This design comes from an exercise in tuning for small area, a short achievable clock period and few clock cycles per item on the open sky130 flow, not from production work. Function was checked by simulation only, so behaviour that the tests miss may differ from the original. No activity file was given, so power comes from the tool's default toggle rates.

==> v1 <==
==> flow/design.v <==
module xarm_codec_b (
    input  wire        clk,
    input  wire        rst,
    input  wire        req_valid,
    output wire        req_ready,
    input  wire [7:0]  req_op,
    input  wire [7:0]  req_cmd,
    input  wire [7:0]  req_id,
    input  wire [8:0]  req_len,
    input  wire [15:0] req_a,
    input  wire [15:0] req_b,
    input  wire        in_valid,
    output wire        in_ready,
    input  wire [7:0]  in_data,
    output wire        out_valid,
    input  wire        out_ready,
    output wire [7:0]  out_data,
    output wire        out_last,
    output wire        resp_valid,
    input  wire        resp_ready,
    output wire [7:0]  resp_status,
    output wire [7:0]  resp_arg,
    output wire [15:0] resp_lo,
    output wire [15:0] resp_hi,
    output wire [7:0]  resp_reason,
    output wire [7:0]  resp_byte,
    output wire [7:0]  resp_plen,
    output wire [8:0]  resp_len
);
    localparam [7:0] OP_ENC     = 8'h10;
    localparam [7:0] OP_MOVE    = 8'h11;
    localparam [7:0] OP_MOVEW   = 8'h12;
    localparam [7:0] OP_ANGLIM  = 8'h13;
    localparam [7:0] OP_VINLIM  = 8'h14;
    localparam [7:0] OP_TEMPLIM = 8'h15;
    localparam [7:0] OP_DEC     = 8'h18;
    localparam [7:0] OP_CHK     = 8'h19;
    localparam [7:0] CMD_MOVE    = 8'd1;
    localparam [7:0] CMD_MOVEW   = 8'd7;
    localparam [7:0] CMD_ID_READ = 8'd14;
    localparam [7:0] CMD_ANGLIM  = 8'd20;
    localparam [7:0] CMD_VINLIM  = 8'd22;
    localparam [7:0] CMD_TEMPLIM = 8'd24;
    localparam [7:0] SIG = 8'h55;
    localparam [1:0] C_ENC = 2'd0;    
    localparam [1:0] C_DEC = 2'd1;
    localparam [1:0] C_CHK = 2'd2;
    localparam [1:0] C_REF = 2'd3;
    localparam [3:0] S_IDLE   = 4'd0;
    localparam [3:0] S_GATHER = 4'd1;    
    localparam [3:0] S_DRAIN  = 4'd2;    
    localparam [3:0] S_CHECK  = 4'd3;    
    localparam [3:0] S_H0     = 4'd4;    
    localparam [3:0] S_H1     = 4'd5;
    localparam [3:0] S_H2     = 4'd6;
    localparam [3:0] S_H3     = 4'd7;
    localparam [3:0] S_H4     = 4'd8;
    localparam [3:0] S_PAY    = 4'd9;    
    localparam [3:0] S_CSUM   = 4'd10;   
    localparam [3:0] S_RX     = 4'd11;   
    localparam [3:0] S_FIN    = 4'd12;   
    reg [3:0]  state;
    reg [1:0]  cls;
    reg [7:0]  cmd;
    reg [7:0]  id;
    reg [8:0]  len;
    reg [15:0] a;           
    reg [15:0] b;
    reg        pass;        
    reg        pay_ok;      
    reg [8:0]  cnt;
    reg [7:0]  sum;
    reg        sig_ok;
    function is_bounded(input [7:0] c);
        is_bounded = (c == CMD_MOVE) || (c == CMD_MOVEW) || (c == CMD_ANGLIM) ||
                     (c == CMD_VINLIM) || (c == CMD_TEMPLIM);
    endfunction
    function [8:0] preq(input [7:0] c);
        preq = (c == CMD_TEMPLIM) ? 9'd1 : 9'd4;
    endfunction
    function [4:0] validate(input [7:0] c, input [15:0] va, input [15:0] vb);
        begin
            validate = 5'd0;
            case (c)
                CMD_MOVE, CMD_MOVEW: begin
                    if (va > 16'd1000)       validate = {1'b1, 3'd1, 1'b0};
                    else if (vb > 16'd30000) validate = {1'b1, 3'd2, 1'b0};
                end
                CMD_ANGLIM: begin
                    if (va > 16'd1000)      validate = {1'b1, 3'd3, 1'b0};
                    else if (vb > 16'd1000) validate = {1'b1, 3'd4, 1'b0};
                    else if (va > vb)       validate = {1'b1, 3'd3, 1'b1};
                end
                CMD_VINLIM: begin
                    if (va < 16'd4500 || va > 16'd12000)      validate = {1'b1, 3'd5, 1'b0};
                    else if (vb < 16'd4500 || vb > 16'd12000) validate = {1'b1, 3'd6, 1'b0};
                end
                CMD_TEMPLIM: begin
                    if (va < 16'd50 || va > 16'd100) validate = {1'b1, 3'd7, 1'b0};
                end
                default: ;
            endcase
        end
    endfunction
    reg  [1:0] fcnt;
    reg  [7:0] fd0, fd1;
    reg        fl0, fl1;
    reg        rv;
    reg  [1:0] owed;         
    reg  [3:0] r_st;         
    reg        r_br;         
    reg        r_ff;         
    reg  [2:0] r_arg;
    reg        r_hib;        
    reg        r_rs3;        
    reg        r_rs11;       
    reg  [7:0] r_byte;
    reg  [8:0] r_len;
    wire push_ok = !fcnt[1];
    wire pop     = (fcnt != 2'd0) && out_ready;
    assign out_valid = (fcnt != 2'd0);
    assign out_data  = fd0;
    assign out_last  = fl0;
    assign resp_valid  = rv && (owed == 2'd0);
    assign resp_status = r_ff ? 8'hFF : {3'b000, r_br, r_st};
    assign resp_arg    = {5'd0, r_arg};
    assign resp_reason = r_br ? {4'd0, r_rs11, 1'b0, r_rs3, 1'b1} : 8'd0;
    assign resp_byte   = r_byte;
    assign resp_plen   = r_len[7:0];
    assign resp_len    = r_len;
    assign resp_lo     = (r_arg == 3'd5 || r_arg == 3'd6) ? 16'd4500 :
                         (r_arg == 3'd7) ? 16'd50 : 16'd0;
    assign resp_hi     = (r_arg == 3'd0) ? 16'd0 :
                         (r_arg == 3'd2) ? 16'd30000 :
                         (r_arg == 3'd5 || r_arg == 3'd6) ? 16'd12000 :
                         (r_arg == 3'd7) ? 16'd100 :
                         r_hib ? b : 16'd1000;
    wire [8:0] cnt1   = cnt + 9'd1;
    wire       at_end = (cnt1 == len);
    wire dec_pay = pay_ok && (cnt >= 9'd5) && !at_end;
    wire [4:0] v_reg = validate(cmd, a, b);
    wire free_csum = (state == S_CSUM) && push_ok && !rv;
    wire free_fin  = (state == S_FIN) && !rv && (cls != C_ENC);
    wire free_idle = (state == S_IDLE) && !(rv && r_hib);
    assign req_ready = free_idle || free_csum || free_fin;
    wire acc = req_valid && req_ready;
    assign in_ready = (state == S_GATHER) || (state == S_DRAIN) ||
                      ((state == S_PAY) && pass && push_ok) ||
                      ((state == S_RX) && (!dec_pay || push_ok));
    wire in_fire = in_valid && in_ready;
    reg       push;
    reg [7:0] pdata;
    reg       plast;
    always @(*) begin
        push  = 1'b0;
        pdata = in_data;
        plast = 1'b0;
        case (state)
            S_H0, S_H1: begin push = push_ok; pdata = SIG; end
            S_H2:       begin push = push_ok; pdata = id; end
            S_H3:       begin push = push_ok; pdata = len[7:0] + 8'd3; end
            S_H4:       begin push = push_ok; pdata = cmd; end
            S_PAY: begin
                if (pass) begin
                    push = push_ok && in_valid;
                end else begin
                    push = push_ok;
                    case (cnt[1:0])
                        2'd0:    pdata = a[7:0];
                        2'd1:    pdata = a[15:8];
                        2'd2:    pdata = b[7:0];
                        default: pdata = b[15:8];
                    endcase
                end
            end
            S_CSUM: begin push = push_ok && !rv; pdata = ~sum; plast = 1'b1; end
            S_RX: begin
                push  = in_valid && dec_pay && push_ok;
                plast = (cnt + 9'd2 == len);
            end
            default: ;
        endcase
    end
    wire done = (state == S_FIN && !rv) || (state == S_CSUM && push_ok && !rv);
    reg [3:0] n_st;
    reg       n_br, n_ff, n_hib, n_rs3, n_rs11;
    reg [2:0] n_arg;
    always @(*) begin
        n_st = 4'h0; n_br = 1'b0; n_ff = 1'b0; n_hib = 1'b0; n_rs3 = 1'b0; n_rs11 = 1'b0;
        n_arg = 3'd0;
        case (cls)
            C_ENC: begin
                if (len > 9'd252) begin
                    n_br = 1'b1;
                end else if (is_bounded(cmd) && len != preq(cmd)) begin
                    n_br = 1'b1; n_rs3 = 1'b1;
                end else if (v_reg[4]) begin
                    n_st = 4'h1; n_arg = v_reg[3:1]; n_hib = v_reg[0];
                end
            end
            C_DEC: begin
                if (len > 9'd258) begin
                    n_br = 1'b1; n_rs3 = 1'b1; n_rs11 = 1'b1;
                end else if (len == 9'd0)
                    n_st = 4'h3;
                else if (len < 9'd2 || !sig_ok)
                    n_st = 4'h5;
                else if (len < 9'd6)
                    n_st = 4'h7;
                else if (sum != 8'hFF)
                    n_st = 4'h9;
                else if (cmd != CMD_ID_READ && a[7:0] != id)
                    n_st = 4'h6;
                else if ({1'b0, a[15:8]} + 9'd3 != len)
                    n_st = 4'h7;
                else if (b[7:0] != cmd)
                    n_st = 4'h8;
            end
            C_CHK: ;
            default: n_ff = 1'b1;
        endcase
    end
    reg [7:0] q_cmd;
    always @(*) begin
        case (req_op[2:0])
            3'd1:    q_cmd = CMD_MOVE;
            3'd2:    q_cmd = CMD_MOVEW;
            3'd3:    q_cmd = CMD_ANGLIM;
            3'd4:    q_cmd = CMD_VINLIM;
            default: q_cmd = CMD_TEMPLIM;
        endcase
    end
    wire [4:0] v_req = validate(q_cmd, req_a, req_b);
    always @(posedge clk) begin
        if (rst) begin
            state <= S_IDLE;
            fcnt  <= 2'd0;
            rv    <= 1'b0;
            owed  <= 2'd0;
        end else begin
            fcnt <= fcnt + {1'b0, push} - {1'b0, pop};
            if (pop && fcnt == 2'd2) begin
                fd0 <= fd1; fl0 <= fl1;
            end
            if (push) begin
                if (fcnt == 2'd0 || (fcnt == 2'd1 && pop)) begin
                    fd0 <= pdata; fl0 <= plast;
                end else begin
                    fd1 <= pdata; fl1 <= plast;
                end
            end
            if (done) begin
                rv    <= 1'b1;
                owed  <= fcnt + {1'b0, push} - {1'b0, pop};
                r_st  <= n_st;
                r_br  <= n_br;
                r_ff  <= n_ff;
                r_arg <= n_arg;
                r_hib <= n_hib;
                r_rs3 <= n_rs3;
                r_rs11 <= n_rs11;
                r_byte <= (cls == C_DEC) ? a[7:0] : ~sum;
                r_len  <= (cls == C_DEC) ? (len - 9'd6) : (len + 9'd6);
            end else begin
                if (resp_valid && resp_ready)
                    rv <= 1'b0;
                if (pop && owed != 2'd0)
                    owed <= owed - 2'd1;
            end
            if (push && state != S_RX && state != S_CSUM && state != S_H0 && state != S_H1)
                sum <= sum + pdata;
            case (state)
                S_GATHER: begin
                    if (in_fire) begin
                        case (cnt[1:0])
                            2'd0:    a       <= {8'd0, in_data};
                            2'd1:    a[15:8] <= in_data;
                            2'd2:    b[7:0]  <= in_data;
                            default: b[15:8] <= in_data;
                        endcase
                        cnt <= cnt1;
                        if (at_end) state <= S_CHECK;
                    end
                end
                S_DRAIN: begin
                    if (in_fire) begin
                        cnt <= cnt1;
                        if (at_end) state <= S_FIN;
                    end
                end
                S_CHECK: begin
                    cnt   <= 9'd0;
                    state <= v_reg[4] ? S_FIN : S_H0;
                end
                S_H0: if (push) state <= S_H1;
                S_H1: if (push) state <= S_H2;
                S_H2: if (push) state <= S_H3;
                S_H3: if (push) state <= S_H4;
                S_H4: if (push) state <= (len == 9'd0) ? S_CSUM : S_PAY;
                S_PAY: begin
                    if (push) begin
                        cnt <= cnt1;
                        if (at_end) state <= S_CSUM;
                    end
                end
                S_RX: begin
                    if (in_fire) begin
                        cnt <= cnt1;
                        if (cls == C_CHK || cnt >= 9'd2)
                            sum <= sum + in_data;
                        if ((cnt == 9'd0 || cnt == 9'd1) && in_data != SIG)
                            sig_ok <= 1'b0;
                        if (cnt == 9'd2) a[7:0]  <= in_data;
                        if (cnt == 9'd3) a[15:8] <= in_data;
                        if (cnt == 9'd4) b[7:0]  <= in_data;
                        if (at_end) state <= S_FIN;
                    end
                end
                S_CSUM: if (done) state <= S_IDLE;
                S_FIN:  if (done) state <= S_IDLE;
                default: ;
            endcase
            if (acc) begin
                id     <= req_id;
                cnt    <= 9'd0;
                sum    <= 8'd0;
                pass   <= 1'b0;
                sig_ok <= 1'b1;
                pay_ok <= (req_op == OP_DEC) && (req_len >= 9'd6) && (req_len <= 9'd258);
                a      <= req_a;
                b      <= req_b;
                cls    <= C_ENC;
                cmd    <= req_cmd;
                len    <= req_len;
                case (req_op)
                    OP_ENC: begin
                        if (req_len > 9'd252)
                            state <= S_DRAIN;
                        else if (is_bounded(req_cmd)) begin
                            if (req_len != preq(req_cmd))
                                state <= (req_len == 9'd0) ? S_FIN : S_DRAIN;
                            else
                                state <= S_GATHER;
                        end else begin
                            pass  <= 1'b1;
                            state <= S_H0;
                        end
                    end
                    OP_MOVE, OP_MOVEW, OP_ANGLIM, OP_VINLIM, OP_TEMPLIM: begin
                        cmd   <= q_cmd;
                        len   <= (req_op == OP_TEMPLIM) ? 9'd1 : 9'd4;
                        state <= v_req[4] ? S_FIN : S_H0;
                    end
                    OP_DEC: begin
                        cls   <= C_DEC;
                        state <= (req_len == 9'd0) ? S_FIN : S_RX;
                    end
                    OP_CHK: begin
                        cls   <= C_CHK;
                        state <= (req_len == 9'd0) ? S_FIN : S_RX;
                    end
                    default: begin
                        cls   <= C_REF;
                        state <= S_FIN;
                    end
                endcase
            end
        end
    end
endmodule
==> flow/run.sh <==
#!/bin/bash
# synth_recipe.tcl (not shown) runs the flow's synth.tcl, then flattens the netlist and writes it again
# the make line also repeats each setting of config.mk as NAME=value (left out here)
make -C /OpenROAD-flow-scripts/flow DESIGN_CONFIG=/design/flow/config.mk WORK_HOME=/design/flow/orfs CLKGATE_MAP_FILE= SYNTH_SCRIPT=/design/flow/synth_recipe.tcl finish
==> flow/config.mk <==
export PLATFORM = sky130hd
export DESIGN_NAME = xarm_codec_b
export DESIGN_NICKNAME = xarm_codec_b
export VERILOG_FILES = /design/flow/design.v
export SDC_FILE = /design/flow/constraint.sdc
export NUM_CORES = 4
export LEC_CHECK = 0
export ABC_CLOCK_PERIOD_IN_PS = 2200
export CAP_MARGIN = 20
export CORE_MARGIN = 2
export CORE_UTILIZATION = 40
export SETUP_SLACK_MARGIN = 2.6
export SLEW_MARGIN = 20
==> flow/constraint.sdc <==
create_clock -name core_clock -period 5.0 [get_ports {clk}]
set_input_delay 1.0000 -clock core_clock [delete_from_list [all_inputs] [get_ports {clk}]]
set_output_delay 1.0000 -clock core_clock [all_outputs]
set_load 0.01 [all_outputs]
==> inputs of v18, as changes to v1 <==
--- a/flow/config.mk
+++ b/flow/config.mk
@@ -7,3 +7,2 @@
 export LEC_CHECK = 0
-export ABC_CLOCK_PERIOD_IN_PS = 2200
 export CAP_MARGIN = 20
@@ -11,3 +10,2 @@
 export CORE_UTILIZATION = 40
-export SETUP_SLACK_MARGIN = 2.6
 export SLEW_MARGIN = 20
==> notes.md <==
WL final about 40000 um; critical path depth in cells 9; status finished clean; first-pass GRT wire length 59800 um; cell-internal power 3.204 mW; wire per inst 21.05 um; CP max stage delay between 0.7 and 0.8 ns; layout cell share with drive strength beyond 1 6.557%; Area growth syn-to-layout 19.80%; Clock Skew between 0.01 and 0.015 ns; static leakage 5.195 nW; CP Launch Point cnt[0]$_SDFFCE_PP0P_; Crit Path Max Fanout 22
the above is filed under v18

==> notes.md <==
status finished clean; WL final 44090 um; cell-internal power 3.832 mW; Die X 174.3 um; crit-path cells buf_4, ha_4, nand2_1, o31a_1, nor4_2, nand4_2, nand2_1, nand2_1, nand2_1, buf_2; critical path depth in cells 10; non-clock buffer share of cell area 22.07%; static leakage roughly 6.9 nW; Clock Skew 0.01854 ns; CP max stage delay between 0.4 and 0.5 ns; M1 WL 19040 um; wire per inst 21.10 um; Area growth syn-to-layout 46.97%; CP Launch Point cnt[1]$_SDFFCE_PP0P_; layout cell share with drive strength beyond 1 31.30%; first-pass GRT wire length 65550 um
the above is filed under v1

Testbench counts of v1, summed over its fixed seeds: cycles 27,536, items 3,200.
Testbench counts of v18, summed over its fixed seeds: cycles 27,536, items 3,200.

==> what the ideal ports hide <==
The results above use ideal ports. As a check the final layouts listed here were re-extracted and re-timed, cells and wires unchanged. Step 1 sets driving cells, clkbuf_16 on the clock port and buf_2 on the other inputs (assumed; they add their load-dependent delay and slew). Step 2 moves the port delays by t, midway between the first and last clock arrival at a register: inputs arrive t later, outputs are due t later. That takes back most of the time a late clock gives input paths. a / b / c = no drivers / after step 1 / after step 2; a / b = the first two.
| run | t (ns) | setup slack, ns | worst data-port slew with drivers (ns) | pins driven straight from the clock port |
|---|---|---|---|---|
| v1 | 0.488 | 1.579 / 1.529 / 1.251 | 0.05 | 1 |
| v18 | 0.477 | 0.424 / 0.380 / 0.810 | 0.04 | 1 |
After both steps setup and hold are still met in every run listed. For v1, which loses most, drivers alone change the setup slack by -0.050 ns; drivers and shift together by -0.328 ns.
